What follows belongs to an exercise in optimizing a design on an open flow for small area, a short achievable clock period and few clock cycles; a production flow would make more cautious choices.
RTL that was checked went through simulation tests only; none was proved equivalent to the original.
Function not checked in runs 1 and 3: the RTL went through the layout flow alone.
Power and IR drop assume default switching activity.

==> design.v <==
module morton_codec (
    input  wire        clk,
    input  wire        rst,
    input  wire        cmd_valid,
    output wire        cmd_ready,
    input  wire [31:0] cmd,
    input  wire [63:0] cmd_wdata,
    output wire        rsp_valid,
    input  wire        rsp_ready,
    output wire        rsp_ok,
    output wire [3:0]  rsp_code,
    output wire [63:0] rsp_rdata
);
    localparam [5:0] OP_NOP   = 6'h00, OP_KWR  = 6'h01, OP_KRD  = 6'h02,
                     OP_RDST  = 6'h03, OP_CLRST = 6'h04,
                     OP_NEWR  = 6'h08, OP_NEWSC = 6'h09, OP_NEWA = 6'h0A,
                     OP_NEWAC = 6'h0B, OP_GET  = 6'h10, OP_DECA = 6'h11,
                     OP_INC   = 6'h14, OP_DEC  = 6'h15,
                     OP_MOD   = 6'h18, OP_MASK = 6'h19, OP_ADD  = 6'h1A,
                     OP_SUB   = 6'h1B, OP_MUL  = 6'h1C, OP_MULS = 6'h1D,
                     OP_EQ    = 6'h20, OP_EQT  = 6'h21;
    localparam [2:0] S_IDLE = 3'd0, S_EX = 3'd1, S_DECA = 3'd2, S_MUL = 3'd3,
                     S_WB = 3'd4, S_MODA = 3'd5, S_MODB = 3'd6, S_RESP = 3'd7;
    function [63:0] encode;
        input [1:0]  inst;
        input [20:0] t0, t1, t2;
        integer k;
        begin
            encode = 64'd0;
            case (inst)
                2'd0: for (k = 0; k < 16; k = k + 1) begin
                          encode[2*k]   = t0[k];
                          encode[2*k+1] = t1[k];
                      end
                2'd1: for (k = 0; k < 10; k = k + 1) begin
                          encode[3*k]   = t0[k];
                          encode[3*k+1] = t1[k];
                          encode[3*k+2] = t2[k];
                      end
                default: for (k = 0; k < 21; k = k + 1) begin
                          encode[3*k]   = t0[k];
                          encode[3*k+1] = t1[k];
                          encode[3*k+2] = t2[k];
                      end
            endcase
        end
    endfunction
    function [20:0] decode_axis;
        input [1:0]  inst;
        input [63:0] w;
        input integer axis;
        integer k;
        begin
            decode_axis = 21'd0;
            case (inst)
                2'd0: for (k = 0; k < 16; k = k + 1)
                          decode_axis[k] = w[2*k + axis];
                2'd1: for (k = 0; k < 10; k = k + 1)
                          decode_axis[k] = w[3*k + axis];
                default: for (k = 0; k < 21; k = k + 1)
                          decode_axis[k] = w[3*k + axis];
            endcase
        end
    endfunction
    function illegal_f;
        input [31:0] c;
        reg [5:0] op;
        reg [1:0] inst;
        reg [3:0] gl;
        begin
            op   = c[31:26];
            inst = c[25:24];
            gl   = (inst != 2'd0) ? 4'd2 : 4'd1;
            case (op)
                OP_NOP, OP_RDST, OP_CLRST: illegal_f = (c[25:0] != 26'd0);
                OP_KWR:  illegal_f = (c[25:24] != 2'd0) || (c[20:0] != 21'd0);
                OP_KRD:  illegal_f = (c[25:21] != 5'd0) || (c[17:0] != 18'd0);
                OP_NEWR, OP_NEWSC:
                         illegal_f = (inst == 2'd3) || (c[17:0] != 18'd0);
                OP_NEWA, OP_NEWAC:
                         illegal_f = (inst == 2'd3) || (c[17:0] != 18'd0) ||
                                     ({1'b0, c[20:18]} + gl > 4'd7);
                OP_DECA: illegal_f = (inst == 2'd3) || (c[17:0] != 18'd0) ||
                                     ({1'b0, c[23:21]} + gl > 4'd7);
                OP_GET:  illegal_f = (inst == 2'd3) || (c[17:15] != 3'd0) ||
                                     (c[11:0] != 12'd0) ||
                                     !(c[14:12] == 3'b001 || c[14:12] == 3'b010 ||
                                       c[14:12] == 3'b100) ||
                                     (inst == 2'd0 && c[14]);
                OP_INC, OP_DEC:
                         illegal_f = (inst == 2'd3) || (c[17:15] != 3'd0) ||
                                     (c[11:0] != 12'd0) || (c[14:12] == 3'b000) ||
                                     (inst == 2'd0 && c[14]);
                OP_MOD, OP_MASK, OP_ADD, OP_SUB, OP_MUL, OP_MULS, OP_EQ:
                         illegal_f = (inst == 2'd3) || (c[14:0] != 15'd0);
                OP_EQT:  illegal_f = (inst == 2'd3) || (c[14:0] != 15'd0) ||
                                     ({1'b0, c[17:15]} + gl > 4'd7);
                default: illegal_f = 1'b1;
            endcase
        end
    endfunction
    reg  [63:0] kq   [0:7];
    reg  [7:0]  nz10;            
    reg  [7:0]  nz16;            
    reg  [7:0]  nz21;            
    wire [63:0] r0;              
    reg  [7:0]  ken;             
    integer r;
    always @(posedge clk) begin
        for (r = 0; r < 8; r = r + 1)
            if (ken[r]) begin
                kq[r]   <= r0;
                nz10[r] <= |r0[31:10];
                nz16[r] <= |r0[31:16];
                nz21[r] <= |r0[63:21];
            end
    end
    reg  [2:0]  state;
    reg  [5:0]  op;
    reg  [1:0]  inst;
    reg  [2:0]  rd, rs1, rs2, axm;
    reg         ill_q, rng_q;
    reg  [1:0]  eax_q;
    reg  [5:0]  cnt;
    reg  [1:0]  dax;
    reg  [63:0] dreg;            
    reg  [23:0] status;          
    wire idle   = (state == S_IDLE);
    assign cmd_ready = idle && !rst;
    wire accept = cmd_valid && idle && !rst;
    wire [5:0] i_op   = cmd[31:26];
    wire [1:0] i_inst = cmd[25:24];
    wire [2:0] i_rs1  = cmd[20:18];
    wire       i_ill  = illegal_f(cmd);
    reg  [7:0] i_hz;
    reg  [7:0] i_sg;
    always @(*) begin
        for (r = 0; r < 8; r = r + 1) begin
            i_hz[r] = (i_inst == 2'd0) ? nz16[r] : (i_inst == 2'd1) ? nz10[r] : nz21[r];
            i_sg[r] = (i_inst == 2'd2) ? kq[r][63] : kq[r][31];
        end
    end
    wire       i_bad0 = i_hz[i_rs1];
    wire       i_bad1 = i_hz[i_rs1 + 3'd1];
    wire       i_bad2 = i_hz[i_rs1 + 3'd2] && (i_inst != 2'd0);
    wire       i_sc   = (i_op == OP_NEWSC);
    wire       i_rng  = !i_ill && ((i_sc && i_sg[i_rs1]) ||
                                   ((i_op == OP_NEWAC) && (i_bad0 || i_bad1 || i_bad2)));
    wire [1:0] i_eax  = i_sc ? 2'd3 : i_bad0 ? 2'd0 : i_bad1 ? 2'd1 : 2'd2;
    wire       i_kwr  = accept && (i_op == OP_KWR) && !i_ill;
    wire        legal = !ill_q;
    wire        n3    = (inst != 2'd0);
    wire        w64   = (inst == 2'd2);
    wire [63:0] wmask = w64 ? 64'hFFFF_FFFF_FFFF_FFFF : 64'h0000_0000_FFFF_FFFF;
    wire        mod_ph = (state == S_MODA) || (state == S_MODB);
    wire is_krd  = (op == OP_KRD);
    wire is_rdst = (op == OP_RDST);
    wire is_clr  = (op == OP_CLRST);
    wire is_newa = (op == OP_NEWA) || (op == OP_NEWAC);
    wire is_get  = (op == OP_GET);
    wire is_deca = (op == OP_DECA);
    wire is_step = (op == OP_INC) || (op == OP_DEC);
    wire is_sub  = (op == OP_DEC) || (op == OP_SUB);
    wire is_mod  = (op == OP_MOD);
    wire is_muls = (op == OP_MULS);
    wire is_mul  = (op == OP_MUL) || is_muls;
    wire is_eqt  = (op == OP_EQT);
    wire [2:0]  addr_a = mod_ph ? rd : rs1;
    wire [2:0]  gbase  = is_eqt ? rs2 : rs1;
    wire [63:0] a_raw  = kq[addr_a];
    wire [63:0] b_raw  = kq[rs2];
    wire [20:0] g1     = kq[gbase + 3'd1][20:0];
    wire [20:0] g2     = kq[gbase + 3'd2][20:0];
    wire [63:0] opa    = a_raw & wmask;
    wire [63:0] opb    = b_raw & wmask;
    wire [20:0] g0     = is_eqt ? opb[20:0] : opa[20:0];
    reg  [7:0] hz;
    always @(*)
        for (r = 0; r < 8; r = r + 1)
            hz[r] = (inst == 2'd0) ? nz16[r] : (inst == 2'd1) ? nz10[r] : nz21[r];
    wire [20:0] xa0 = decode_axis(inst, opa, 0);
    wire [20:0] xa1 = decode_axis(inst, opa, 1);
    wire [20:0] xa2 = decode_axis(inst, opa, 2);
    wire [20:0] xb0 = decode_axis(inst, opb, 0);
    wire [20:0] xb1 = decode_axis(inst, opb, 1);
    wire [20:0] xb2 = decode_axis(inst, opb, 2);
    wire [20:0] y0 = is_step ? {20'd0, axm[0]} : xb0;
    wire [20:0] y1 = is_step ? {20'd0, axm[1]} : xb1;
    wire [20:0] y2 = is_step ? {20'd0, axm[2]} : xb2;
    wire [20:0] ar0 = xa0 + (y0 ^ {21{is_sub}}) + {20'd0, is_sub};
    wire [20:0] ar1 = xa1 + (y1 ^ {21{is_sub}}) + {20'd0, is_sub};
    wire [20:0] ar2 = xa2 + (y2 ^ {21{is_sub}}) + {20'd0, is_sub};
    wire [2:0]  chunk = (state == S_EX) ? ytop : cnt[2:0];
    wire [20:0] ym0 = is_muls ? opb[20:0] : xb0;
    wire [20:0] ym1 = is_muls ? opb[20:0] : xb1;
    wire [20:0] ym2 = is_muls ? opb[20:0] : xb2;
    wire [23:0] ye0 = {3'd0, ym0};
    wire [23:0] ye1 = {3'd0, ym1};
    wire [23:0] ye2 = {3'd0, ym2};
    wire [2:0]  yc0 = ye0[3*chunk +: 3];
    wire [2:0]  yc1 = ye1[3*chunk +: 3];
    wire [2:0]  yc2 = ye2[3*chunk +: 3];
    wire        first = (state == S_EX);
    wire [20:0] acc0 = first ? 21'd0 : dreg[20:0];
    wire [20:0] acc1 = first ? 21'd0 : dreg[41:21];
    wire [20:0] acc2 = first ? 21'd0 : dreg[62:42];
    wire [20:0] bmsk = (inst == 2'd0) ? 21'h00FFFF : (inst == 2'd1) ? 21'h0003FF : 21'h1FFFFF;
    wire [20:0] yor  = (ym0 | ym1 | (n3 ? ym2 : 21'd0)) & bmsk;
    wire [2:0]  ytop = (|yor[20:18]) ? 3'd6 : (|yor[17:15]) ? 3'd5 : (|yor[14:12]) ? 3'd4 :
                       (|yor[11:9])  ? 3'd3 : (|yor[8:6])   ? 3'd2 : (|yor[5:3])   ? 3'd1 : 3'd0;
    function [20:0] mstep;
        input [20:0] acc, x;
        input [2:0]  yc;
        reg   [20:0] p0, p1, p2, p3, s1, c1, s2, c2;
        begin
            p0 = acc << 3;
            p1 = yc[0] ? x : 21'd0;
            p2 = yc[1] ? (x << 1) : 21'd0;
            p3 = yc[2] ? (x << 2) : 21'd0;
            s1 = p0 ^ p1 ^ p2;
            c1 = ((p0 & p1) | (p0 & p2) | (p1 & p2)) << 1;
            s2 = s1 ^ c1 ^ p3;
            c2 = ((s1 & c1) | (s1 & p3) | (c1 & p3)) << 1;
            mstep = s2 + c2;
        end
    endfunction
    wire [20:0] mn0 = mstep(acc0, xa0, yc0);
    wire [20:0] mn1 = mstep(acc1, xa1, yc1);
    wire [20:0] mn2 = mstep(acc2, xa2, yc2);
    wire        wb = (state == S_WB);
    wire [20:0] t0 = is_newa ? g0 : is_mul ? (wb ? dreg[20:0]  : mn0) : ar0;
    wire [20:0] t1 = is_newa ? g1 : is_mul ? (wb ? dreg[41:21] : mn1) : ar1;
    wire [20:0] t2 = is_newa ? g2 : is_mul ? (wb ? dreg[62:42] : mn2) : ar2;
    wire [63:0] enc = encode(inst, t0, t1, t2);
    wire [2:0]  jst  = rs1 - rd;                          
    wire        jin  = n3 ? (jst <= 3'd2) : (jst <= 3'd1);
    wire [1:0]  dax0 = !jin ? 2'd0 :
                       (jst == 3'd0) ? 2'd1 :
                       (jst == 3'd1) ? (n3 ? 2'd2 : 2'd0) : 2'd0;
    wire [1:0]  dax_c = (state == S_EX) ? dax0 : dax;
    wire [1:0]  dax_n = (dax_c == 2'd0) ? 2'd1 : (dax_c == 2'd1) ? (n3 ? 2'd2 : 2'd0) : 2'd0;
    wire [1:0]  gsel = is_deca ? dax_c : (axm[0] ? 2'd0 : axm[1] ? 2'd1 : 2'd2);
    wire [20:0] xsel = (gsel == 2'd0) ? xa0 : (gsel == 2'd1) ? xa1 : xa2;
    wire        eq_res  = (opa == opb);
    wire        eqt_res = (xa0 == g0) && !hz[rs2] &&
                          (xa1 == g1) && !hz[rs2 + 3'd1] &&
                          (!n3 || ((xa2 == g2) && !hz[rs2 + 3'd2]));
    wire [64:0] mdiff = {1'b0, a_raw} - {1'b0, dreg};
    wire        ge    = !mdiff[64];
    wire        dtop  = w64 ? dreg[63] : dreg[31];
    wire        dz    = (dreg == 64'd0);
    wire ok_ex = legal && !rng_q;
    reg  [63:0] res;
    reg         we;
    always @(*) begin
        res = 64'd0;
        we  = 1'b0;
        case (state)
            S_EX: begin
                case (op)
                    OP_NEWR, OP_NEWSC, OP_MOD: res = opa;
                    OP_NEWA, OP_NEWAC, OP_INC, OP_DEC, OP_ADD, OP_SUB: res = enc;
                    OP_GET, OP_DECA: res = {43'd0, xsel};
                    OP_MASK: res = opa & opb;
                    OP_EQ:   res = {63'd0, eq_res};
                    OP_EQT:  res = {63'd0, eqt_res};
                    default: res = 64'd0;
                endcase
                case (op)
                    OP_NEWR, OP_NEWSC, OP_MOD, OP_NEWA, OP_NEWAC, OP_INC, OP_DEC,
                    OP_ADD, OP_SUB, OP_GET, OP_DECA, OP_MASK, OP_EQ, OP_EQT:
                        we = ok_ex;
                    default: we = 1'b0;
                endcase
            end
            S_DECA: begin res = {43'd0, xsel}; we = 1'b1; end
            S_WB:   begin res = enc;           we = 1'b1; end
            S_MUL:  begin res = enc;           we = (cnt[2:0] == 3'd0); end
            S_MODB: begin res = mdiff[63:0];   we = ge;   end
            default: ;
        endcase
    end
    wire [2:0] waddr = idle ? cmd[23:21] : (rd + (is_deca ? {1'b0, dax_c} : 3'd0));
    wire       wen   = idle ? i_kwr : we;
    assign r0 = rst ? 64'd0 : (idle ? cmd_wdata : res);
    always @(*)
        for (r = 0; r < 8; r = r + 1)
            ken[r] = rst || (wen && (waddr == r));
    wire multi   = legal && (is_deca || is_mul || is_mod);
    wire deca_end = n3 ? (cnt[1:0] == 2'd2) : (cnt[1:0] == 2'd1);
    wire last    = ((state == S_EX) && !multi) ||
                   ((state == S_DECA) && deca_end) ||
                   (state == S_WB) ||
                   ((state == S_MUL) && (cnt[2:0] == 3'd0)) ||
                   ((state == S_MODB) && (cnt == 6'd0));
    assign rsp_valid = !rst && ((state == S_RESP) || last);
    assign rsp_ok    = !(ill_q || rng_q);
    assign rsp_code  = {2'b00, rng_q, ill_q};
    assign rsp_rdata = (legal && is_krd) ? a_raw :
                       (legal && is_rdst) ? {40'd0, status} : 64'd0;
    always @(posedge clk) begin
        if (rst) begin
            state  <= S_IDLE;
            status <= 24'd0;
        end else begin
            case (state)
                S_IDLE: if (cmd_valid) begin
                    op    <= cmd[31:26];
                    inst  <= cmd[25:24];
                    rd    <= cmd[23:21];
                    rs1   <= cmd[20:18];
                    rs2   <= cmd[17:15];
                    axm   <= cmd[14:12];
                    ill_q <= i_ill;
                    rng_q <= i_rng;
                    eax_q <= i_eax;
                    state <= S_EX;
                end
                S_EX: begin
                    if (legal && is_clr)
                        status <= 24'd0;
                    if (!ok_ex) begin
                        if (!status[0]) begin
                            status        <= 24'd0;
                            status[0]     <= 1'b1;
                            status[7:4]   <= {2'b00, rng_q, ill_q};
                            status[9:8]   <= ill_q ? 2'd0 : eax_q;
                            status[15:10] <= ill_q ? 6'd0 :
                                             (op == OP_NEWSC) ? (w64 ? 6'd63 : 6'd31) :
                                             (inst == 2'd0) ? 6'd16 : (inst == 2'd1) ? 6'd10 : 6'd21;
                            status[21:16] <= op;
                            status[23:22] <= inst;
                        end else begin
                            status[1]     <= 1'b1;
                        end
                    end
                    if (multi) begin
                        if (is_deca) begin
                            dax   <= dax_n;
                            cnt   <= 6'd1;
                            state <= S_DECA;
                        end else if (is_mul) begin
                            dreg  <= {1'b0, mn2, mn1, mn0};
                            cnt   <= {3'd0, ytop - 3'd1};
                            state <= (ytop == 3'd0) ? S_WB : S_MUL;
                        end else begin
                            dreg  <= opb;
                            cnt   <= 6'd0;
                            state <= S_MODA;
                        end
                    end else begin
                        state <= rsp_ready ? S_IDLE : S_RESP;
                    end
                end
                S_DECA: begin
                    dax <= dax_n;
                    cnt <= cnt + 6'd1;
                    if (deca_end)
                        state <= rsp_ready ? S_IDLE : S_RESP;
                end
                S_MUL: begin
                    dreg <= {1'b0, mn2, mn1, mn0};
                    cnt  <= cnt - 6'd1;
                    if (cnt[2:0] == 3'd0)
                        state <= rsp_ready ? S_IDLE : S_RESP;
                end
                S_WB: state <= rsp_ready ? S_IDLE : S_RESP;
                S_MODA: begin
                    if (dz)
                        state <= S_RESP;
                    else if (ge && !dtop) begin
                        dreg <= dreg << 1;
                        cnt  <= cnt + 6'd1;
                    end else if (!ge) begin
                        if (cnt == 6'd0)
                            state <= S_RESP;
                        else begin
                            dreg  <= dreg >> 1;
                            cnt   <= cnt - 6'd1;
                            state <= S_MODB;
                        end
                    end else
                        state <= S_MODB;
                end
                S_MODB: begin
                    if (cnt == 6'd0)
                        state <= rsp_ready ? S_IDLE : S_RESP;
                    else begin
                        dreg <= dreg >> 1;
                        cnt  <= cnt - 6'd1;
                    end
                end
                S_RESP: if (rsp_ready) state <= S_IDLE;
            endcase
        end
    end
endmodule
==> run.sh <==
#!/bin/bash
# synth_recipe.tcl (not shown) runs the flow's synth.tcl, then flattens the netlist and writes it again
# the make line also repeats each setting of config.mk as NAME=value (left out here)
make -C /OpenROAD-flow-scripts/flow DESIGN_CONFIG=/design/flow/config.mk WORK_HOME=/design/flow/orfs CLKGATE_MAP_FILE= SYNTH_SCRIPT=/design/flow/synth_recipe.tcl finish
==> config.mk <==
export PLATFORM = sky130hd
export DESIGN_NAME = morton_codec
export DESIGN_NICKNAME = morton_codec
export VERILOG_FILES = /design/flow/design.v
export SDC_FILE = /design/flow/constraint.sdc
export NUM_CORES = 4
export LEC_CHECK = 0
export CAP_MARGIN = 20
export CORE_MARGIN = 2
export CORE_UTILIZATION = 45
export PLACE_DENSITY = 0.6
export SETUP_SLACK_MARGIN = 5
export SLEW_MARGIN = 20
==> constraint.sdc <==
create_clock -name core_clock -period 12.0 [get_ports {clk}]
set_input_delay 2.4000 -clock core_clock [delete_from_list [all_inputs] [get_ports {clk}]]
set_output_delay 2.4000 -clock core_clock [all_outputs]
set_load 0.01 [all_outputs]
==> qor.txt, run 1 <==
predominant post-synthesis flop cell: edfxtp_1
Post-Syn Area: 0.0600 mm2
cts hold-fix bufs: 0
dpl hpwl: 314000 um
row count: 134
I/O Pins: 171
top-area cell type share of the netlist area: 31.6%
buffers added on ports: 168
placed cell areas: 0.0674 mm2
Halt Stage: global routing
status: stopped before the end
GRT Overall Usage: 65.9%
Initial Util: 45.2%
asr flop ratio synth: 0%
number of H-tree levels: 3
chip height: 369 um
register bit count reported by yosys: 659
largest net degree at the start of global routing: 70
CTS sink cnt: 659
Synth Area in Compound Gates: 25.5%
Root Driver: clkbuf_16
synthesized instance count: 7041
Synth warnings: 2
TritonCTS Buffers: 76
clock buffer depth: 3
gpl congestion: 1.20
simple logic cell fraction of the synthesized area: 17.8%
Log Error: [ERROR GRT-0232] Routing congestion too high. Check the congestion heatmap in the GUI.
Synth Area in XOR/XNOR: 3.85%
die width: 369 um
Mean Syn Cell Area: 8.53 um2
Synth area leaders: edfxtp_1 32%, nand2_1 5.8%, ha_1 5.4%, a21oi_1 4.6%, nor2_1 4.5%
mux contribution to synthesized area: 5.59%
Post-synth EDFFs: 632
gr ovfl total: 1
largest family of logic cells by synthesized area: compound AO/OA/AOI/OAI gates
Post-Synth Adder-Cell Area: 9.24%
post-synthesis sequential area ratio: 32.5%
post-synth cell types: 116
cell taking the most area after synthesis: edfxtp_1
==> layer usage <==
metal,GRT overflow,global-route usage (%)
met5,0,12.1
met2,0,83.6
met4,1,64.5
met1,0,69.4
met3,0,45.3
==> synth_stat cells, drive strengths merged, types with 41 or more instances <==
library cell	count
nand2	925
a22o	92
nor2	718
o221ai	56
nor2b	45
buf	174
a221oi	105
a22oi	130
and3	41
a31oi	118
clkbuf	329
xor2	81
and2	102
nand2b	49
mux2i	178
a211oi	85
a222oi	79
nand4	48
nor3	158
a21o	94
o21ai	435
mux2	73
edfxtp	632
o211ai	95
a21oi	551
xnor2	172
inv	308
nand3	120
o22ai	68
nor4	64
fa	114
ha	260
==> metrics by stage <==
stage	hold WS, ns	setup WS, ns	cells
2_1_floorplan	0.429	2.43	7042
3_3_place_gp	0.441	-0.453	9000
3_5_place_dp	0.447	-0.411	9000
4_1_cts	0.458	1.36	9229
==> cells by family after synthesis <==
family	after synthesis
AND/OR/NAND/NOR	2388
AO/OA/AOI/OAI	2261
buffers and inverters	816
flip-flops	659
adder cells (fa/ha/maj)	375
multiplexers	284
XOR/XNOR	257
other	1
==> what timing repair did <==
| item | in CTS |
|---|---|
| resized for setup | 173 |
| endpoints found under the hold margin | 0 |
| pin swaps | 45 |
| cloned | 8 |
| setup buffers | 79 |
| endpoints found under the setup margin | 1279 |
==> power by group through the flow <==
stage | Combinational (mW) | Sequential [mW] | Clock, mW
after floorplan | 9.94 | 3.65 | 0
after detailed placement | 17.8 | 3.89 | 0
after CTS | 18.5 | 3.85 | 2.60
after global placement | 17.8 | 3.87 | 0
==> worst min path at each step <==
stage | startpoint | cells after the start | endpoint
2_1_floorplan | status[6]$_SDFFE_PP0P_ | 1 | status[6]$_SDFFE_PP0P_
3_5_place_dp | status[7]$_SDFFE_PP0P_ | 1 | status[7]$_SDFFE_PP0P_
3_3_place_gp | status[13]$_SDFFE_PP0P_ | 2 | status[13]$_SDFFE_PP0P_
4_1_cts | status[11]$_SDFFE_PP0P_ | 2 | status[11]$_SDFFE_PP0P_
==> run 2: changes to the inputs <==
--- a/design.v
+++ b/design.v
@@ -190,7 +190,8 @@
     wire [20:0] ar0 = xa0 + (y0 ^ {21{is_sub}}) + {20'd0, is_sub};
     wire [20:0] ar1 = xa1 + (y1 ^ {21{is_sub}}) + {20'd0, is_sub};
     wire [20:0] ar2 = xa2 + (y2 ^ {21{is_sub}}) + {20'd0, is_sub};
-    wire [2:0]  chunk = (state == S_EX) ? ytop : cnt[2:0];
+    wire [2:0]  top   = (inst == 2'd0) ? 3'd5 : (inst == 2'd1) ? 3'd3 : 3'd6;
+    wire [2:0]  chunk = (state == S_EX) ? top : cnt[2:0];
     wire [20:0] ym0 = is_muls ? opb[20:0] : xb0;
     wire [20:0] ym1 = is_muls ? opb[20:0] : xb1;
     wire [20:0] ym2 = is_muls ? opb[20:0] : xb2;
@@ -204,10 +205,6 @@
     wire [20:0] acc0 = first ? 21'd0 : dreg[20:0];
     wire [20:0] acc1 = first ? 21'd0 : dreg[41:21];
     wire [20:0] acc2 = first ? 21'd0 : dreg[62:42];
-    wire [20:0] bmsk = (inst == 2'd0) ? 21'h00FFFF : (inst == 2'd1) ? 21'h0003FF : 21'h1FFFFF;
-    wire [20:0] yor  = (ym0 | ym1 | (n3 ? ym2 : 21'd0)) & bmsk;
-    wire [2:0]  ytop = (|yor[20:18]) ? 3'd6 : (|yor[17:15]) ? 3'd5 : (|yor[14:12]) ? 3'd4 :
-                       (|yor[11:9])  ? 3'd3 : (|yor[8:6])   ? 3'd2 : (|yor[5:3])   ? 3'd1 : 3'd0;
     function [20:0] mstep;
         input [20:0] acc, x;
         input [2:0]  yc;
@@ -228,9 +225,9 @@
     wire [20:0] mn1 = mstep(acc1, xa1, yc1);
     wire [20:0] mn2 = mstep(acc2, xa2, yc2);
     wire        wb = (state == S_WB);
-    wire [20:0] t0 = is_newa ? g0 : is_mul ? (wb ? dreg[20:0]  : mn0) : ar0;
-    wire [20:0] t1 = is_newa ? g1 : is_mul ? (wb ? dreg[41:21] : mn1) : ar1;
-    wire [20:0] t2 = is_newa ? g2 : is_mul ? (wb ? dreg[62:42] : mn2) : ar2;
+    wire [20:0] t0 = is_newa ? g0 : wb ? dreg[20:0]  : ar0;
+    wire [20:0] t1 = is_newa ? g1 : wb ? dreg[41:21] : ar1;
+    wire [20:0] t2 = is_newa ? g2 : wb ? dreg[62:42] : ar2;
     wire [63:0] enc = encode(inst, t0, t1, t2);
     wire [2:0]  jst  = rs1 - rd;                          
     wire        jin  = n3 ? (jst <= 3'd2) : (jst <= 3'd1);
@@ -275,7 +272,6 @@
             end
             S_DECA: begin res = {43'd0, xsel}; we = 1'b1; end
             S_WB:   begin res = enc;           we = 1'b1; end
-            S_MUL:  begin res = enc;           we = (cnt[2:0] == 3'd0); end
             S_MODB: begin res = mdiff[63:0];   we = ge;   end
             default: ;
         endcase
@@ -291,7 +287,6 @@
     wire last    = ((state == S_EX) && !multi) ||
                    ((state == S_DECA) && deca_end) ||
                    (state == S_WB) ||
-                   ((state == S_MUL) && (cnt[2:0] == 3'd0)) ||
                    ((state == S_MODB) && (cnt == 6'd0));
     assign rsp_valid = !rst && ((state == S_RESP) || last);
     assign rsp_ok    = !(ill_q || rng_q);
@@ -341,8 +336,8 @@
                             state <= S_DECA;
                         end else if (is_mul) begin
                             dreg  <= {1'b0, mn2, mn1, mn0};
-                            cnt   <= {3'd0, ytop - 3'd1};
-                            state <= (ytop == 3'd0) ? S_WB : S_MUL;
+                            cnt   <= {3'd0, top - 3'd1};
+                            state <= S_MUL;
                         end else begin
                             dreg  <= opb;
                             cnt   <= 6'd0;
@@ -362,7 +357,7 @@
                     dreg <= {1'b0, mn2, mn1, mn0};
                     cnt  <= cnt - 6'd1;
                     if (cnt[2:0] == 3'd0)
-                        state <= rsp_ready ? S_IDLE : S_RESP;
+                        state <= S_WB;
                 end
                 S_WB: state <= rsp_ready ? S_IDLE : S_RESP;
                 S_MODA: begin
--- a/config.mk
+++ b/config.mk
@@ -7,7 +7,6 @@
 export LEC_CHECK = 0
 export CAP_MARGIN = 20
 export CORE_MARGIN = 2
-export CORE_UTILIZATION = 45
-export PLACE_DENSITY = 0.6
-export SETUP_SLACK_MARGIN = 5
+export CORE_UTILIZATION = 18
+export PLACE_DENSITY = 0.22
 export SLEW_MARGIN = 20
==> run 2 against run 1 <==
Compared with the run above: area after synthesis down 0.86%; synthesized cell count down 1.9%; now clean on timing, DRC and antenna.
==> qor.txt, run 2 <==
status: no timing/DRC/antenna violations
I/O Pins: 171
Largest regs: kq x512, dreg x64, status x24
cts hold-fix bufs: 0
DRC: 0
Post-synth EDFFs: 632
CTS sink cnt: 659
Psw: 8.94 mW
most frequent cells in the layout: 781 x nand2_1, 632 x edfxtp_1, 586 x nor2_1, 537 x a21oi_1, 528 x buf_4
PwrDens: 224 mW/mm2
FF-to-FF End: nz10[0]$_DFFE_PP_
asr flop ratio synth: 0%
Crit-path slowest cell: a21oi_1
Initial Util: 18.1%
RSZ-0062 raised after global routing: false
Iteration-0 DRC Markers: 8846
top-area cell type share of the netlist area: 31.9%
layout cell share with drive strength beyond 1: 14.9%
register bit count reported by yosys: 659
vias per cell: 5.60
worst stage delay on the critical path: 0.84 ns
predominant post-synthesis flop cell: edfxtp_1
final instance area: 0.0740 mm2
Critical Path End Type: flip-flop
Synth warnings: 2
Post-Route M1 WL: 244000 um
Biggest register: kq
clock power share: 18.9%
gr ovfl total: 0
placed cell areas: 0.0705 mm2
Final min period: 11.49 ns
buffers added on ports: 168
chip height: 579 um
WL met3: 33900 um
Critical Path Fanout Max: 32
Post-Place Setup Slack: 0.907 ns
synthesized instance count: 6910
cell taking the most area after synthesis: edfxtp_1
switch share: 54.1%
final wirelength: 556000 um
post-synthesis sequential area ratio: 32.8%
top post-synthesis cells by count: 789 x nand2_1, 632 x edfxtp_1, 605 x nor2_1
Min-Delay Startpoint: status[7]$_SDFFE_PP0P_
Setup Buffers After CTS: 0
vias: 65700
TritonCTS Buffers: 102
critical path depth: 26
fin crit share: 95.7%
WP buf/inv: 5
clock latency (worst-skew pair): 0.90 ns
row count: 211
setup_tns: 0 ns
die width: 579 um
Synth area leaders: edfxtp_1 32%, ha_1 5.4%, nand2_1 5.0%, a21oi_1 4.5%, fa_1 3.8%
Worst EP required: 12.61 ns
first-pass GRT wire length: 704000 um
Peak VDD IR: 0.118 mV
LEAKAGE: 27.7 nW
Logic pwr share: 60.9%
Mean Syn Cell Area: 8.61 um2
worst r2r src: rs2[0]$_DFFE_PP_
Pint: 7.59 mW
Max Cap Violations: 0
Area growth syn-to-layout: 24.2%
dpl hpwl: 441000 um
FF-to-FF path depth: 26
worst hold path depth: 1
number of H-tree levels: 3
clk_skew: 0.0899 ns
Hold WC Path Type: flip-flop to flip-flop
largest net degree at the start of global routing: 72
post-synth cell types: 102
smallest hold slack: 0.456 ns
Tightest Pin Transition: 1.31 ns
CP arrival: 12.10 ns
core area: 0.330 mm2
fin. max-slew vios: 0
Final Hold Fails: 0
drt wl/cell: 47.3 um
Reg power frac: 20.2%
Max-slew headroom: 12.3%
DR top layer: met5
fmax: 0.0870 GHz
max FFs per register: 512
most common cell after layout, fill and taps aside: nand2_1
crit path kind: flip-flop to flip-flop
post-cts sizing count: 0
Crit path max-delay family: compound AO/OA/AOI/OAI gates
fin nets: 7738
drt first pass iters: 14
Die Area: 0.335 mm2
clock buffer depth: 4
gpl congestion: 0.970
CTS tree: yes
Met2 Wirelength: 245000 um
Min-Delay Endpoint: status[7]$_SDFFE_PP0P_
Root Driver: clkbuf_16
Worst-path clk slew: 0.06 ns
antenna-violating nets left: 0
startpoint types: flip-flop
post-route setup slack: 0.512 ns
GRT Overall Usage: 32.2%
initial antenna violation count: 86
setup violators final: 0
most frequent cell after synthesis: nand2_1
Post-Syn Area: 0.0595 mm2
r2r setup slk: 0.51 ns
number of global-route vias before repair: 62600
run 2: cell types whose count changed after synthesis, moves of 54 or more:
| cell | change |
|---|---|
| a41oi_1 | +57 |
| nor2_1 | -111 |
| buf_2 | -54 |
| a222oi_1 | +79 |
| inv_1 | +83 |
| a22o_1 | -65 |
| nand2_1 | -135 |
| mux2_2 | +72 |
run 2: area by class of cell:
type / count / area (um2)
fill: 36100 / 256000
multi-input combinational: 5380 / 37800
sequential: 659 / 19500
timing repair buffer: 729 / 6290
tap: 4366 / 5460
clock buffer: 123 / 2680
inverter: 394 / 1480
clock inverter: 60 / 603
antenna: 39 / 97.6
run 2: cell families after synthesis:
family	after synthesis	share of synthesized area [%]
simple gates	2144	16.4
mux	315	5.85
fa+ha+maj	372	9.26
compound gates	2283	26.2
flops	659	32.8
buf+inv	872	5.58
other cells	1	0.00630
xor+xnor	264	3.90
run 2: power by group through the flow:
stage               clock network, mW  logic (mW)  registers (mW)
floorplan                           0        4.67            3.17
global placement                    0        9.91            3.41
detailed placement                  0        9.81            3.38
CTS                              3.22        9.86            3.33
global route                     3.27        10.3            3.37
finish                           3.13        10.1            3.34
run 2: metrics by stage:
| stage | cells | power (mW) | utilization [%] |
|---|---|---|---|
| 2_1_floorplan | 6911 | 7.84 | - |
| 3_3_place_gp | 11500 | 13.3 | 21.4 |
| 3_5_place_dp | 11500 | 13.2 | 21.4 |
| 4_1_cts | 11700 | 16.4 | 22.4 |
| 5_1_grt | 11700 | 17.0 | 22.4 |
| 6_report | 11800 | 16.5 | 22.4 |
run 2: worst max path at each step:
stage	slack (ns)	startpoint	endpoint
2_1_floorplan	4.00	rs2[1]$_DFFE_PP_	dreg[61]$_DFFE_PP_
3_3_place_gp	0.88	rs2[0]$_DFFE_PP_	nz10[3]$_DFFE_PP_
3_5_place_dp	0.91	rs2[0]$_DFFE_PP_	nz10[5]$_DFFE_PP_
4_1_cts	0.90	rs2[0]$_DFFE_PP_	nz10[0]$_DFFE_PP_
5_1_grt	0.57	rs2[0]$_DFFE_PP_	nz10[1]$_DFFE_PP_
6_report	0.51	rs2[0]$_DFFE_PP_	nz10[0]$_DFFE_PP_
run 2: layer usage:
layer,vias up,track usage (%)
met4,16,16.9
met3,749,4.42
met1,34600,43.2
met5,-,0
met2,3492,50.1
li1,26900,-
Testbench counts of run 2, summed over its fixed seeds: cycles 52,101.
==> run 3: changes to the inputs <==
--- a/design.v
+++ b/design.v
@@ -62,6 +62,30 @@
             endcase
         end
     endfunction
+    function [64:0] skadd;
+        input [63:0] a, b;
+        input        cin;
+        reg   [63:0] g, p, gg, pp;
+        integer d, i, j;
+        begin
+            g  = a & b;
+            p  = a ^ b;
+            gg = g;
+            pp = p;
+            gg[0] = g[0] | (p[0] & cin);
+            for (d = 1; d < 64; d = d * 2)
+                for (i = 0; i < 64; i = i + 1)
+                    if (((i / d) % 2) == 1) begin
+                        j = (i / d) * d - 1;
+                        gg[i] = gg[i] | (pp[i] & gg[j]);
+                        pp[i] = pp[i] & pp[j];
+                    end
+            skadd[0] = p[0] ^ cin;
+            for (i = 1; i < 64; i = i + 1)
+                skadd[i] = p[i] ^ gg[i-1];
+            skadd[64] = gg[63];
+        end
+    endfunction
     function illegal_f;
         input [31:0] c;
         reg [5:0] op;
@@ -108,19 +132,22 @@
     integer r;
     always @(posedge clk) begin
         for (r = 0; r < 8; r = r + 1)
-            if (ken[r]) begin
-                kq[r]   <= r0;
-                nz10[r] <= |r0[31:10];
-                nz16[r] <= |r0[31:16];
-                nz21[r] <= |r0[63:21];
-            end
+            if (ken[r])
+                kq[r] <= r0;
     end
+    always @(*)
+        for (r = 0; r < 8; r = r + 1) begin
+            nz10[r] = |kq[r][31:10];
+            nz16[r] = |kq[r][31:16];
+            nz21[r] = |kq[r][63:21];
+        end
     reg  [2:0]  state;
     reg  [5:0]  op;
     reg  [1:0]  inst;
     reg  [2:0]  rd, rs1, rs2, axm;
     reg         ill_q, rng_q;
     reg  [1:0]  eax_q;
+    reg  [2:0]  g1a, g2a;        
     reg  [5:0]  cnt;
     reg  [1:0]  dax;
     reg  [63:0] dreg;            
@@ -166,11 +193,10 @@
     wire is_mul  = (op == OP_MUL) || is_muls;
     wire is_eqt  = (op == OP_EQT);
     wire [2:0]  addr_a = mod_ph ? rd : rs1;
-    wire [2:0]  gbase  = is_eqt ? rs2 : rs1;
     wire [63:0] a_raw  = kq[addr_a];
     wire [63:0] b_raw  = kq[rs2];
-    wire [20:0] g1     = kq[gbase + 3'd1][20:0];
-    wire [20:0] g2     = kq[gbase + 3'd2][20:0];
+    wire [20:0] g1     = kq[g1a][20:0];
+    wire [20:0] g2     = kq[g2a][20:0];
     wire [63:0] opa    = a_raw & wmask;
     wire [63:0] opb    = b_raw & wmask;
     wire [20:0] g0     = is_eqt ? opb[20:0] : opa[20:0];
@@ -187,17 +213,21 @@
     wire [20:0] y0 = is_step ? {20'd0, axm[0]} : xb0;
     wire [20:0] y1 = is_step ? {20'd0, axm[1]} : xb1;
     wire [20:0] y2 = is_step ? {20'd0, axm[2]} : xb2;
-    wire [20:0] ar0 = xa0 + (y0 ^ {21{is_sub}}) + {20'd0, is_sub};
-    wire [20:0] ar1 = xa1 + (y1 ^ {21{is_sub}}) + {20'd0, is_sub};
-    wire [20:0] ar2 = xa2 + (y2 ^ {21{is_sub}}) + {20'd0, is_sub};
+    wire [64:0] as0 = skadd({43'd0, xa0}, {43'd0, y0 ^ {21{is_sub}}}, is_sub);
+    wire [20:0] ar0 = as0[20:0];
+    wire [64:0] as1 = skadd({43'd0, xa1}, {43'd0, y1 ^ {21{is_sub}}}, is_sub);
+    wire [20:0] ar1 = as1[20:0];
+    wire [64:0] as2 = skadd({43'd0, xa2}, {43'd0, y2 ^ {21{is_sub}}}, is_sub);
+    wire [20:0] ar2 = as2[20:0];
     wire [2:0]  top   = (inst == 2'd0) ? 3'd5 : (inst == 2'd1) ? 3'd3 : 3'd6;
     wire [2:0]  chunk = (state == S_EX) ? top : cnt[2:0];
     wire [20:0] ym0 = is_muls ? opb[20:0] : xb0;
     wire [20:0] ym1 = is_muls ? opb[20:0] : xb1;
     wire [20:0] ym2 = is_muls ? opb[20:0] : xb2;
-    wire [23:0] ye0 = {3'd0, ym0};
-    wire [23:0] ye1 = {3'd0, ym1};
-    wire [23:0] ye2 = {3'd0, ym2};
+    wire [20:0] bmsk = (inst == 2'd0) ? 21'h00FFFF : (inst == 2'd1) ? 21'h0003FF : 21'h1FFFFF;
+    wire [23:0] ye0 = {3'd0, ym0 & bmsk};
+    wire [23:0] ye1 = {3'd0, ym1 & bmsk};
+    wire [23:0] ye2 = {3'd0, ym2 & bmsk};
     wire [2:0]  yc0 = ye0[3*chunk +: 3];
     wire [2:0]  yc1 = ye1[3*chunk +: 3];
     wire [2:0]  yc2 = ye2[3*chunk +: 3];
@@ -205,6 +235,17 @@
     wire [20:0] acc0 = first ? 21'd0 : dreg[20:0];
     wire [20:0] acc1 = first ? 21'd0 : dreg[41:21];
     wire [20:0] acc2 = first ? 21'd0 : dreg[62:42];
+    wire [20:0] yor  = (ym0 | ym1 | (n3 ? ym2 : 21'd0)) & bmsk;
+    wire [2:0]  ytop = (|yor[20:18]) ? 3'd6 : (|yor[17:15]) ? 3'd5 : (|yor[14:12]) ? 3'd4 :
+                       (|yor[11:9])  ? 3'd3 : (|yor[8:6])   ? 3'd2 : (|yor[5:3])   ? 3'd1 : 3'd0;
+    function [20:0] sk21;
+        input [20:0] a, b;
+        reg   [64:0] t;
+        begin
+            t = skadd({43'd0, a}, {43'd0, b}, 1'b0);
+            sk21 = t[20:0];
+        end
+    endfunction
     function [20:0] mstep;
         input [20:0] acc, x;
         input [2:0]  yc;
@@ -218,7 +259,7 @@
             c1 = ((p0 & p1) | (p0 & p2) | (p1 & p2)) << 1;
             s2 = s1 ^ c1 ^ p3;
             c2 = ((s1 & c1) | (s1 & p3) | (c1 & p3)) << 1;
-            mstep = s2 + c2;
+            mstep = sk21(s2, c2);
         end
     endfunction
     wire [20:0] mn0 = mstep(acc0, xa0, yc0);
@@ -240,10 +281,10 @@
     wire [20:0] xsel = (gsel == 2'd0) ? xa0 : (gsel == 2'd1) ? xa1 : xa2;
     wire        eq_res  = (opa == opb);
     wire        eqt_res = (xa0 == g0) && !hz[rs2] &&
-                          (xa1 == g1) && !hz[rs2 + 3'd1] &&
-                          (!n3 || ((xa2 == g2) && !hz[rs2 + 3'd2]));
-    wire [64:0] mdiff = {1'b0, a_raw} - {1'b0, dreg};
-    wire        ge    = !mdiff[64];
+                          (xa1 == g1) && !hz[g1a] &&
+                          (!n3 || ((xa2 == g2) && !hz[g2a]));
+    wire [64:0] mdiff = skadd(a_raw, ~dreg, 1'b1);
+    wire        ge    = mdiff[64];
     wire        dtop  = w64 ? dreg[63] : dreg[31];
     wire        dz    = (dreg == 64'd0);
     wire ok_ex = legal && !rng_q;
@@ -309,6 +350,8 @@
                     ill_q <= i_ill;
                     rng_q <= i_rng;
                     eax_q <= i_eax;
+                    g1a   <= ((cmd[31:26] == OP_EQT) ? cmd[17:15] : cmd[20:18]) + 3'd1;
+                    g2a   <= ((cmd[31:26] == OP_EQT) ? cmd[17:15] : cmd[20:18]) + 3'd2;
                     state <= S_EX;
                 end
                 S_EX: begin
@@ -336,7 +379,7 @@
                             state <= S_DECA;
                         end else if (is_mul) begin
                             dreg  <= {1'b0, mn2, mn1, mn0};
-                            cnt   <= {3'd0, top - 3'd1};
+                            cnt   <= {3'd0, (ytop == top) ? top - 3'd1 : ytop};
                             state <= S_MUL;
                         end else begin
                             dreg  <= opb;
--- a/config.mk
+++ b/config.mk
@@ -7,6 +7,7 @@
 export LEC_CHECK = 0
 export CAP_MARGIN = 20
 export CORE_MARGIN = 2
-export CORE_UTILIZATION = 18
-export PLACE_DENSITY = 0.22
+export CORE_UTILIZATION = 30
+export PLACE_DENSITY = 0.45
+export SETUP_SLACK_MARGIN = 5
 export SLEW_MARGIN = 20
==> run 3 against run 2 <==
Compared with the run above: still clean on timing, DRC and antenna; design area fell by 1.6%; fmax grew 58%; non-clock buffer count rose by 86; first-iteration DRC count is 27% higher; global-route usage increased by 11 points; worst hold slack got worse by 0.0012 ns; die area shrank 42%; cell count down 19%; largest cell class unchanged; highest routed layer unchanged.
==> qor.txt, run 3 <==
status: no timing/DRC/antenna violations
row count: 160
multi-input logic area: 0.0381 mm2
CTS tree: yes
Pint: 8.78 mW
Max Cap Violations: 0
Area growth syn-to-layout: 26.2%
Psw: 10.3 mW
Initial Util: 30.2%
Logic pwr share: 66.3%
Reg power frac: 19.6%
CTS sink cnt: 641
fin nets: 7408
Mean Syn Cell Area: 8.93 um2
Critical Path Fanout Max: 17
startpoint types: flip-flop
drt first pass iters: 9
GRT Overall Usage: 42.9%
asr flop ratio synth: 0%
largest net degree at the start of global routing: 95
Worst-path clk slew: 0.06 ns
clock latency (worst-skew pair): 0.78 ns
clk_skew: 0.0621 ns
RSZ-0062 raised after global routing: true
most common cell after layout, fill and taps aside: edfxtp_1
Root Driver: clkbuf_16
predominant post-synthesis flop cell: edfxtp_1
number of H-tree levels: 3
Post-Syn Area: 0.0576 mm2
Final Hold Fails: 0
I/O Pins: 171
worst stage delay on the critical path: 0.60 ns
vias per cell: 6.82
crit path kind: flip-flop to flip-flop
drt wl/cell: 45.9 um
cell taking the most area after synthesis: edfxtp_1
buffers added on ports: 168
fin crit share: 60.6%
Final min period: 7.27 ns
Tightest Pin Transition: 1.26 ns
cts hold-fix bufs: 0
Worst EP required: 12.48 ns
CP arrival: 7.75 ns
post-synthesis sequential area ratio: 32.9%
synthesized instance count: 6452
top-area cell type share of the netlist area: 32.0%
Peak VDD IR: 0.130 mV
initial antenna violation count: 50
top post-synthesis cells by count: 630 x nor2_1, 614 x edfxtp_1, 558 x nand2_1
fin. max-slew vios: 0
Synth area leaders: edfxtp_1 32%, ha_1 5.6%, fa_1 4.8%, o21ai_0 4.2%, mux2i_1 4.2%
most frequent cell after synthesis: nor2_1
core area: 0.191 mm2
DRC: 0
register bit count reported by yosys: 641
clock power share: 14.1%
post-synth cell types: 106
Max-slew headroom: 15.5%
Crit path max-delay family: compound AO/OA/AOI/OAI gates
antenna-violating nets left: 0
setup_tns: 0 ns
Die Area: 0.196 mm2
WP buf/inv: 6
most frequent cells in the layout: 614 x edfxtp_1, 602 x nor2_1, 540 x nand2_1, 484 x buf_4, 426 x o21ai_0
final wirelength: 437000 um
dpl hpwl: 322000 um
fmax: 0.138 GHz
Synth warnings: 2
smallest hold slack: 0.455 ns
Sequential cell area: 0.0190 mm2
first-pass GRT wire length: 569000 um
vias: 65000
Hold WC Path Type: flip-flop to flip-flop
Iteration-0 DRC Markers: 11300
gpl congestion: 1.08
LEAKAGE: 27.9 nW
gr ovfl total: 0
Critical Path End Type: flip-flop
switch share: 53.9%
layout cell share with drive strength beyond 1: 19.3%
TritonCTS Buffers: 83
setup violators final: 0
Most common cell on crit path: fa_1
chip height: 442 um
number of global-route vias before repair: 60000
Post-synth EDFFs: 614
max FFs per register: 512
Biggest register: kq
die width: 442 um
Filler cells: 19400
clock buffer depth: 3
Largest regs: kq x512, dreg x64, status x24
PwrDens: 262 mW/mm2
Crit-path slowest cell: fa_1
==> run 3: changes by cell type after synthesis, sizes merged, moves of 59 or more <==
cell    change
nand2     -231
a21oi     -110
a222oi     -99
clkbuf     -95
mux2       -95
nor4       +95
o22ai      +89
mux2i      +86
a41oi      -67
buf        +65
xnor2      -63
and2       -61
a21o       -60
mux4       +59
==> run 3: timing repair <==
action | in CTS | in global routing
resized for setup | 450 | 190
endpoints found under the setup margin | 1206 | 900
buffers inserted | 181 | 84
pin swaps | 86 | 75
cloned | 27 | 3
==> run 3: kinds of logic after synthesis <==
| group | Yosys count | share of synthesized area, % |
|---|---|---|
| AO/OA/AOI/OAI | 2065 | 23.9 |
| AND/OR/NAND/NOR | 1964 | 15.9 |
| buffers and inverters | 828 | 5.92 |
| flip-flops | 641 | 32.9 |
| adder cells (fa/ha/maj) | 394 | 10.3 |
| multiplexers | 365 | 8.05 |
| XOR/XNOR | 194 | 3.01 |
| other | 1 | 0.00651 |
==> run 3: path summary, 6_finish.rpt <==
path,slack (ns),endpoint,cells after the start,startpoint
setup / recovery,4.73,dreg[58]$_DFFE_PP_,25,state[0]$_SDFFE_PP0P_
hold / removal,0.45,status[10]$_SDFFE_PP0P_,2,status[10]$_SDFFE_PP0P_
setup reg to reg,4.73,dreg[58]$_DFFE_PP_,25,state[0]$_SDFFE_PP0P_
hold reg to reg,0.45,status[10]$_SDFFE_PP0P_,2,status[10]$_SDFFE_PP0P_
==> run 3: per-layer routing <==
metal / track usage (%) / part of all wire [%] / wire length, um
met1: 52.1 / 36 / 159000
met2: 60.9 / 40 / 175000
met3: 15.0 / 13 / 56700
met4: 34.8 / 10 / 45800
met5: 0 / 0.042 / 184
==> run 3: stage by stage <==
| step | setup WS (ns) | power [mW] | util, % | cells | cell area (um2) |
|---|---|---|---|---|---|
| floorplan | 4.99 | 9.21 | - | 6453 | 57900 |
| global placement | 2.13 | 14.3 | 33.5 | 9042 | 63800 |
| detailed placement | 2.14 | 14.3 | 33.5 | 9044 | 63900 |
| CTS | 4.79 | 17.9 | 37.3 | 9404 | 71000 |
| global route | 4.65 | 19.5 | 38.1 | 9495 | 72700 |
| finish | 4.73 | 19.1 | 38.2 | 9522 | 72800 |
==> run 3: worst min-delay path: stages, from the launching register on <==
cell and delay, ns:
dfxtp_1 0.31, nand2_1 0.05, a21oi_1 0.05
==> run 3: power by group through the flow <==
| stage | Sequential [mW] | Combinational (mW) | Clock (mW) |
|---|---|---|---|
| final | 3.74 | 12.6 | 2.69 |
| after global routing | 3.74 | 12.9 | 2.79 |
| after CTS | 3.69 | 11.5 | 2.71 |
| after detailed placement | 3.74 | 10.5 | 0 |
| after global placement | 3.76 | 10.6 | 0 |
| after floorplan | 3.37 | 5.84 | 0 |
==> run 3: area by class of cell <==
type	count	share of cell area [%]
Timing Repair Buffer	815	11.2
Antenna cell	29	0.0997
Sequential cell	641	26.1
Multi-Input combinational cell	4994	52.3
Clock buffer	100	3.04
Tap cell	2511	4.32
Clock inverter	52	0.860
Inverter	380	2.02
==> run 4: changes to the inputs <==
--- a/design.v
+++ b/design.v
@@ -147,7 +147,11 @@
     reg  [2:0]  rd, rs1, rs2, axm;
     reg         ill_q, rng_q;
     reg  [1:0]  eax_q;
-    reg  [2:0]  g1a, g2a;        
+    reg  [2:0]  g2a;             
+    reg  [2:0]  bq;              
+    reg         eqp;             
+    reg  [2:0]  aq;              
+    reg  [8:0]  yq;              
     reg  [5:0]  cnt;
     reg  [1:0]  dax;
     reg  [63:0] dreg;            
@@ -192,10 +196,10 @@
     wire is_muls = (op == OP_MULS);
     wire is_mul  = (op == OP_MUL) || is_muls;
     wire is_eqt  = (op == OP_EQT);
-    wire [2:0]  addr_a = mod_ph ? rd : rs1;
+    wire [2:0]  addr_a = aq;
     wire [63:0] a_raw  = kq[addr_a];
-    wire [63:0] b_raw  = kq[rs2];
-    wire [20:0] g1     = kq[g1a][20:0];
+    wire [63:0] b_raw  = kq[bq];
+    wire [20:0] g1     = b_raw[20:0];
     wire [20:0] g2     = kq[g2a][20:0];
     wire [63:0] opa    = a_raw & wmask;
     wire [63:0] opb    = b_raw & wmask;
@@ -219,8 +223,7 @@
     wire [20:0] ar1 = as1[20:0];
     wire [64:0] as2 = skadd({43'd0, xa2}, {43'd0, y2 ^ {21{is_sub}}}, is_sub);
     wire [20:0] ar2 = as2[20:0];
-    wire [2:0]  top   = (inst == 2'd0) ? 3'd5 : (inst == 2'd1) ? 3'd3 : 3'd6;
-    wire [2:0]  chunk = (state == S_EX) ? top : cnt[2:0];
+    wire [2:0]  chunk = (state == S_EX) ? ytop : (cnt[2:0] - 3'd1);
     wire [20:0] ym0 = is_muls ? opb[20:0] : xb0;
     wire [20:0] ym1 = is_muls ? opb[20:0] : xb1;
     wire [20:0] ym2 = is_muls ? opb[20:0] : xb2;
@@ -232,9 +235,9 @@
     wire [2:0]  yc1 = ye1[3*chunk +: 3];
     wire [2:0]  yc2 = ye2[3*chunk +: 3];
     wire        first = (state == S_EX);
-    wire [20:0] acc0 = first ? 21'd0 : dreg[20:0];
-    wire [20:0] acc1 = first ? 21'd0 : dreg[41:21];
-    wire [20:0] acc2 = first ? 21'd0 : dreg[62:42];
+    wire [20:0] acc0 = dreg[20:0];
+    wire [20:0] acc1 = dreg[41:21];
+    wire [20:0] acc2 = dreg[62:42];
     wire [20:0] yor  = (ym0 | ym1 | (n3 ? ym2 : 21'd0)) & bmsk;
     wire [2:0]  ytop = (|yor[20:18]) ? 3'd6 : (|yor[17:15]) ? 3'd5 : (|yor[14:12]) ? 3'd4 :
                        (|yor[11:9])  ? 3'd3 : (|yor[8:6])   ? 3'd2 : (|yor[5:3])   ? 3'd1 : 3'd0;
@@ -262,9 +265,9 @@
             mstep = sk21(s2, c2);
         end
     endfunction
-    wire [20:0] mn0 = mstep(acc0, xa0, yc0);
-    wire [20:0] mn1 = mstep(acc1, xa1, yc1);
-    wire [20:0] mn2 = mstep(acc2, xa2, yc2);
+    wire [20:0] mn0 = mstep(acc0, xa0, yq[3*0 +: 3]);
+    wire [20:0] mn1 = mstep(acc1, xa1, yq[3*1 +: 3]);
+    wire [20:0] mn2 = mstep(acc2, xa2, yq[3*2 +: 3]);
     wire        wb = (state == S_WB);
     wire [20:0] t0 = is_newa ? g0 : wb ? dreg[20:0]  : ar0;
     wire [20:0] t1 = is_newa ? g1 : wb ? dreg[41:21] : ar1;
@@ -280,9 +283,9 @@
     wire [1:0]  gsel = is_deca ? dax_c : (axm[0] ? 2'd0 : axm[1] ? 2'd1 : 2'd2);
     wire [20:0] xsel = (gsel == 2'd0) ? xa0 : (gsel == 2'd1) ? xa1 : xa2;
     wire        eq_res  = (opa == opb);
-    wire        eqt_res = (xa0 == g0) && !hz[rs2] &&
-                          (xa1 == g1) && !hz[g1a] &&
+    wire        eqt_p   = (xa0 == g0) && !hz[rs2] &&
                           (!n3 || ((xa2 == g2) && !hz[g2a]));
+    wire        eqt_res = eqp && (xa1 == g1) && !hz[bq];
     wire [64:0] mdiff = skadd(a_raw, ~dreg, 1'b1);
     wire        ge    = mdiff[64];
     wire        dtop  = w64 ? dreg[63] : dreg[31];
@@ -301,17 +304,16 @@
                     OP_GET, OP_DECA: res = {43'd0, xsel};
                     OP_MASK: res = opa & opb;
                     OP_EQ:   res = {63'd0, eq_res};
-                    OP_EQT:  res = {63'd0, eqt_res};
                     default: res = 64'd0;
                 endcase
                 case (op)
                     OP_NEWR, OP_NEWSC, OP_MOD, OP_NEWA, OP_NEWAC, OP_INC, OP_DEC,
-                    OP_ADD, OP_SUB, OP_GET, OP_DECA, OP_MASK, OP_EQ, OP_EQT:
+                    OP_ADD, OP_SUB, OP_GET, OP_DECA, OP_MASK, OP_EQ:
                         we = ok_ex;
                     default: we = 1'b0;
                 endcase
             end
-            S_DECA: begin res = {43'd0, xsel}; we = 1'b1; end
+            S_DECA: begin res = is_eqt ? {63'd0, eqt_res} : {43'd0, xsel}; we = 1'b1; end
             S_WB:   begin res = enc;           we = 1'b1; end
             S_MODB: begin res = mdiff[63:0];   we = ge;   end
             default: ;
@@ -323,8 +325,8 @@
     always @(*)
         for (r = 0; r < 8; r = r + 1)
             ken[r] = rst || (wen && (waddr == r));
-    wire multi   = legal && (is_deca || is_mul || is_mod);
-    wire deca_end = n3 ? (cnt[1:0] == 2'd2) : (cnt[1:0] == 2'd1);
+    wire multi   = legal && (is_deca || is_mul || is_mod || is_eqt);
+    wire deca_end = is_eqt || (n3 ? (cnt[1:0] == 2'd2) : (cnt[1:0] == 2'd1));
     wire last    = ((state == S_EX) && !multi) ||
                    ((state == S_DECA) && deca_end) ||
                    (state == S_WB) ||
@@ -345,12 +347,13 @@
                     inst  <= cmd[25:24];
                     rd    <= cmd[23:21];
                     rs1   <= cmd[20:18];
+                    aq    <= cmd[20:18];
                     rs2   <= cmd[17:15];
                     axm   <= cmd[14:12];
                     ill_q <= i_ill;
                     rng_q <= i_rng;
                     eax_q <= i_eax;
-                    g1a   <= ((cmd[31:26] == OP_EQT) ? cmd[17:15] : cmd[20:18]) + 3'd1;
+                    bq    <= (cmd[31:27] == 5'b00101) ? cmd[20:18] + 3'd1 : cmd[17:15];
                     g2a   <= ((cmd[31:26] == OP_EQT) ? cmd[17:15] : cmd[20:18]) + 3'd2;
                     state <= S_EX;
                 end
@@ -373,16 +376,22 @@
                         end
                     end
                     if (multi) begin
-                        if (is_deca) begin
+                        if (is_eqt) begin
+                            eqp   <= eqt_p;
+                            bq    <= rs2 + 3'd1;
+                            state <= S_DECA;
+                        end else if (is_deca) begin
                             dax   <= dax_n;
                             cnt   <= 6'd1;
                             state <= S_DECA;
                         end else if (is_mul) begin
-                            dreg  <= {1'b0, mn2, mn1, mn0};
-                            cnt   <= {3'd0, (ytop == top) ? top - 3'd1 : ytop};
+                            dreg  <= 64'd0;
+                            yq    <= {yc2, yc1, yc0};
+                            cnt   <= {3'd0, ytop};
                             state <= S_MUL;
                         end else begin
                             dreg  <= opb;
+                            aq    <= rd;
                             cnt   <= 6'd0;
                             state <= S_MODA;
                         end
@@ -398,6 +407,7 @@
                 end
                 S_MUL: begin
                     dreg <= {1'b0, mn2, mn1, mn0};
+                    yq   <= {yc2, yc1, yc0};
                     cnt  <= cnt - 6'd1;
                     if (cnt[2:0] == 3'd0)
                         state <= S_WB;
--- a/config.mk
+++ b/config.mk
@@ -8,6 +8,7 @@
 export CAP_MARGIN = 20
 export CORE_MARGIN = 2
 export CORE_UTILIZATION = 30
+export CTS_BUF_LIST = sky130_fd_sc_hd__clkbuf_4 sky130_fd_sc_hd__clkbuf_8
 export PLACE_DENSITY = 0.45
 export SETUP_SLACK_MARGIN = 5
 export SLEW_MARGIN = 20
==> run 4 against run 3 <==
Compared with the run above: total power down 1.9%; still clean; worst setup slack improved by 0.035 ns; worst hold slack improved by 0.0037 ns; combinational power fell by 3%; design area is 7.7% lower; non-clock buffer count is 278 lower; via count is 8.9% lower; clock skew rose by 0.014 ns; largest power group unchanged; flip-flop and latch count up 13.
==> qor.txt, run 4 <==
number of H-tree levels: 4
I/O Pins: 171
Post-Syn Area: 0.0570 mm2
Critical Path Fanout Max: 39
gr ovfl total: 0
final wirelength: 373000 um
DRC: 0
Post-synth EDFFs: 627
status: no timing/DRC/antenna violations
post-synthesis sequential area ratio: 34.0%
Min-Delay Startpoint: status[12]$_SDFFE_PP0P_
Critical Path End Type: flip-flop
PwrDens: 279 mW/mm2
initial antenna violation count: 32
buffers added on ports: 168
number of global-route vias before repair: 54700
LEAKAGE: 25.9 nW
gpl congestion: 1.07
Max-slew headroom: 10.8%
most frequent cells in the layout: 627 x edfxtp_1, 527 x nand2_1, 464 x nor2_1, 369 x o21ai_0, 351 x a21oi_1
Synth area leaders: edfxtp_1 33%, ha_1 5.5%, fa_1 4.8%, mux2i_1 4.5%, o21ai_0 3.6%
Peak VDD IR: 0.140 mV
post-synth cell types: 103
Area growth syn-to-layout: 17.9%
setup violators final: 0
row count: 159
fin crit share: 60.3%
Biggest register: kq
CTS tree: yes
Pint: 8.55 mW
final core occ: 35.7%
Final Total Pwr: 18.7 mW
Tightest Pin Transition: 1.33 ns
clock power share: 13.8%
crit path kind: flip-flop to flip-flop
CTS sink cnt: 654
largest net degree at the start of global routing: 95
Largest regs: kq x512, dreg x64, status x24
FF-to-FF End: kq[4][48]$_DFFE_PP_
antenna-violating nets left: 0
drt wl/cell: 41.4 um
register bit count reported by yosys: 654
Synth warnings: 2
Die Area: 0.193 mm2
vias per cell: 6.56
chip height: 440 um
first-pass GRT wire length: 492000 um
most common cell after layout, fill and taps aside: edfxtp_1
RSZ-0062 raised after global routing: true
Initial Util: 30.3%
Reg power frac: 20.9%
layout cell share with drive strength beyond 1: 14.9%
CP arrival: 8.01 ns
Iteration-0 DRC Markers: 10200
worst r2r src: bq[2]$_DFFE_PP_
cts hold-fix bufs: 0
r2r setup slk: 4.77 ns
clock buffer depth: 3
synthesized instance count: 6170
startpoint types: flip-flop
TritonCTS Buffers: 130
Final min period: 7.23 ns
most frequent cell after synthesis: edfxtp_1
top-area cell type share of the netlist area: 33.1%
max FFs per register: 512
Final Hold Fails: 0
setup_tns: 0 ns
clock latency (worst-skew pair): 0.99 ns
placed cell areas: 0.0626 mm2
GRT Overall Usage: 37.2%
Hold WC Path Type: flip-flop to flip-flop
fin. max-slew vios: 0
FF-to-FF path depth: 22
Setup crit end: kq[4][48]$_DFFE_PP_
vias: 59100
dpl hpwl: 275000 um
Worst-path clk slew: 0.06 ns
fin nets: 6891
Root Driver: clkbuf_8
asr flop ratio synth: 0%
Max Cap Violations: 0
cell taking the most area after synthesis: edfxtp_1
crit path launch: bq[2]$_DFFE_PP_
drt first pass iters: 8
Mean Syn Cell Area: 9.23 um2
clk_skew: 0.0759 ns
core area: 0.188 mm2
final instance area: 0.0672 mm2
Logic pwr share: 65.3%
Worst EP required: 12.77 ns
fmax: 0.138 GHz
Psw: 10.2 mW
predominant post-synthesis flop cell: edfxtp_1
top post-synthesis cells by count: 627 x edfxtp_1, 532 x nand2_1, 485 x nor2_1
die width: 440 um
switch share: 54.3%
run 4: changes by cell type after synthesis, moves of 26 or more:
cell      delta
xnor2_1     +47
nand2_1     -26
inv_1       -72
o21ai_0     -68
o211ai_1    -27
buf_2       -28
nor2_1     -145
a21oi_1     -62
nand2b_1    -51
xor2_1      +32
and2_1     +147
a22oi_1     -57
nor3_1      +45
run 4: what timing repair did:
action	in CTS	in global routing
gates cloned	9	6
endpoints found under the setup margin	1142	740
resized for setup	128	88
pin swaps	7	11
buffers inserted	23	34
run 4: critical path, stage by stage, from the launching register on:
cell and delay [ns]:
edfxtp_1 0.43, buf_8 0.33, buf_8 0.36, nand2b_1 0.51, o2bb2ai_1 0.45, a222oi_1 0.22, buf_4 0.30, mux2i_1 0.63
nand2_1 0.23, xnor2_1 0.19, ha_1 0.35, a21oi_1 0.43, a31oi_1 0.22, o31a_1 0.35, o21a_1 0.21, nor2_1 0.12
fa_1 0.42, a211oi_1 0.21, a21oi_1 0.12, o22ai_1 0.31, a21oi_1 0.08, o21ai_0 0.21, buf_4 0.23
run 4: how the worst min path moves through the flow:
| stage | end | slack (ns) | depth (start not counted) |
|---|---|---|---|
| floorplan | status[2]$_SDFFE_PP0P_ | 0.43 | 1 |
| global placement | status[15]$_SDFFE_PP0P_ | 0.44 | 2 |
| detailed placement | status[7]$_SDFFE_PP0P_ | 0.45 | 1 |
| CTS | status[11]$_SDFFE_PP0P_ | 0.46 | 2 |
| global route | status[6]$_SDFFE_PP0P_ | 0.49 | 1 |
| finish | status[12]$_SDFFE_PP0P_ | 0.46 | 2 |
run 4: per-stage QoR:
stage          worst slack [ns]  hold slack [ns]  instances
2_1_floorplan              4.61            0.430       6171
3_3_place_gp               2.72            0.438       8689
3_5_place_dp               2.91            0.447       8692
4_1_cts                    4.98            0.459       8961
5_1_grt                    4.81            0.487       9007
6_report                   4.77            0.458       9022
run 4: logic make-up after synthesis:
group	Yosys count	synth area share, %
flip-flops	654	34.0
multiplexers	392	8.47
XOR/XNOR	270	4.15
other	1	0.00658
buffers and inverters	744	5.41
adder cells (fa/ha/maj)	386	10.3
AO/OA/AOI/OAI	1839	21.8
AND/OR/NAND/NOR	1884	15.9
run 4: layout make-up:
cell class | instances | area (um2)
inverter | 303 | 1160
fill | 19300 | 121000
multi-input combinational | 4779 | 35600
timing repair buffer | 537 | 5040
tap | 2495 | 3120
clock inverter | 65 | 657
antenna | 17 | 42.5
sequential | 654 | 19400
clock buffer | 172 | 2140
run 4: per-layer routing:
layer / vias up / wire length, um / track usage (%)
li1: 23800 / - / -
met1: 29600 / 143000 / 48.3
met4: 18 / 31800 / 25.9
met3: 1089 / 45800 / 11.0
met2: 4703 / 152000 / 52.6
met5: - / 109 / 0
run 4: power by group through the flow:
stage          logic [mW]  registers [mW]  clock network, mW
2_1_floorplan        6.40            3.53                  0
3_3_place_gp         11.1            3.93                  0
3_5_place_dp         11.1            3.91                  0
4_1_cts              11.4            3.87               2.61
5_1_grt              12.5            3.92               2.71
6_report             12.2            3.91               2.59
Testbench counts of run 4, summed over its fixed seeds: cycles 50,445.

[re-timing with driven ports]
The flow's constraints put no driver on any port. The routed layouts listed below were extracted and timed again, unchanged, in two steps.
Step 1, drivers: a clkbuf_16 drives clk and a buf_2 each remaining input, both assumed.
Step 2 times the ports against the registers' clock, not the clock port: input delays grow and output delays shrink by t, the midpoint of the rising clock arrivals with the driver on.
a / b / c = no drivers / after step 1 / after step 2; a / b = the first two.
run | t (ns) | setup WS [ns] | latest minus earliest clock arrival (ns) | cell pins on the clock port's net
run 2 | 0.966 | 0.512 / 0.512 / 0.512 | 0.090 / 0.090 | 1
run 3 | 0.830 | 4.733 / 4.733 / 4.733 | 0.062 / 0.062 | 1
run 4 | 1.037 | 4.767 / 4.767 / 4.767 | 0.076 / 0.076 | 1
After both steps setup and hold are still met in every run listed.
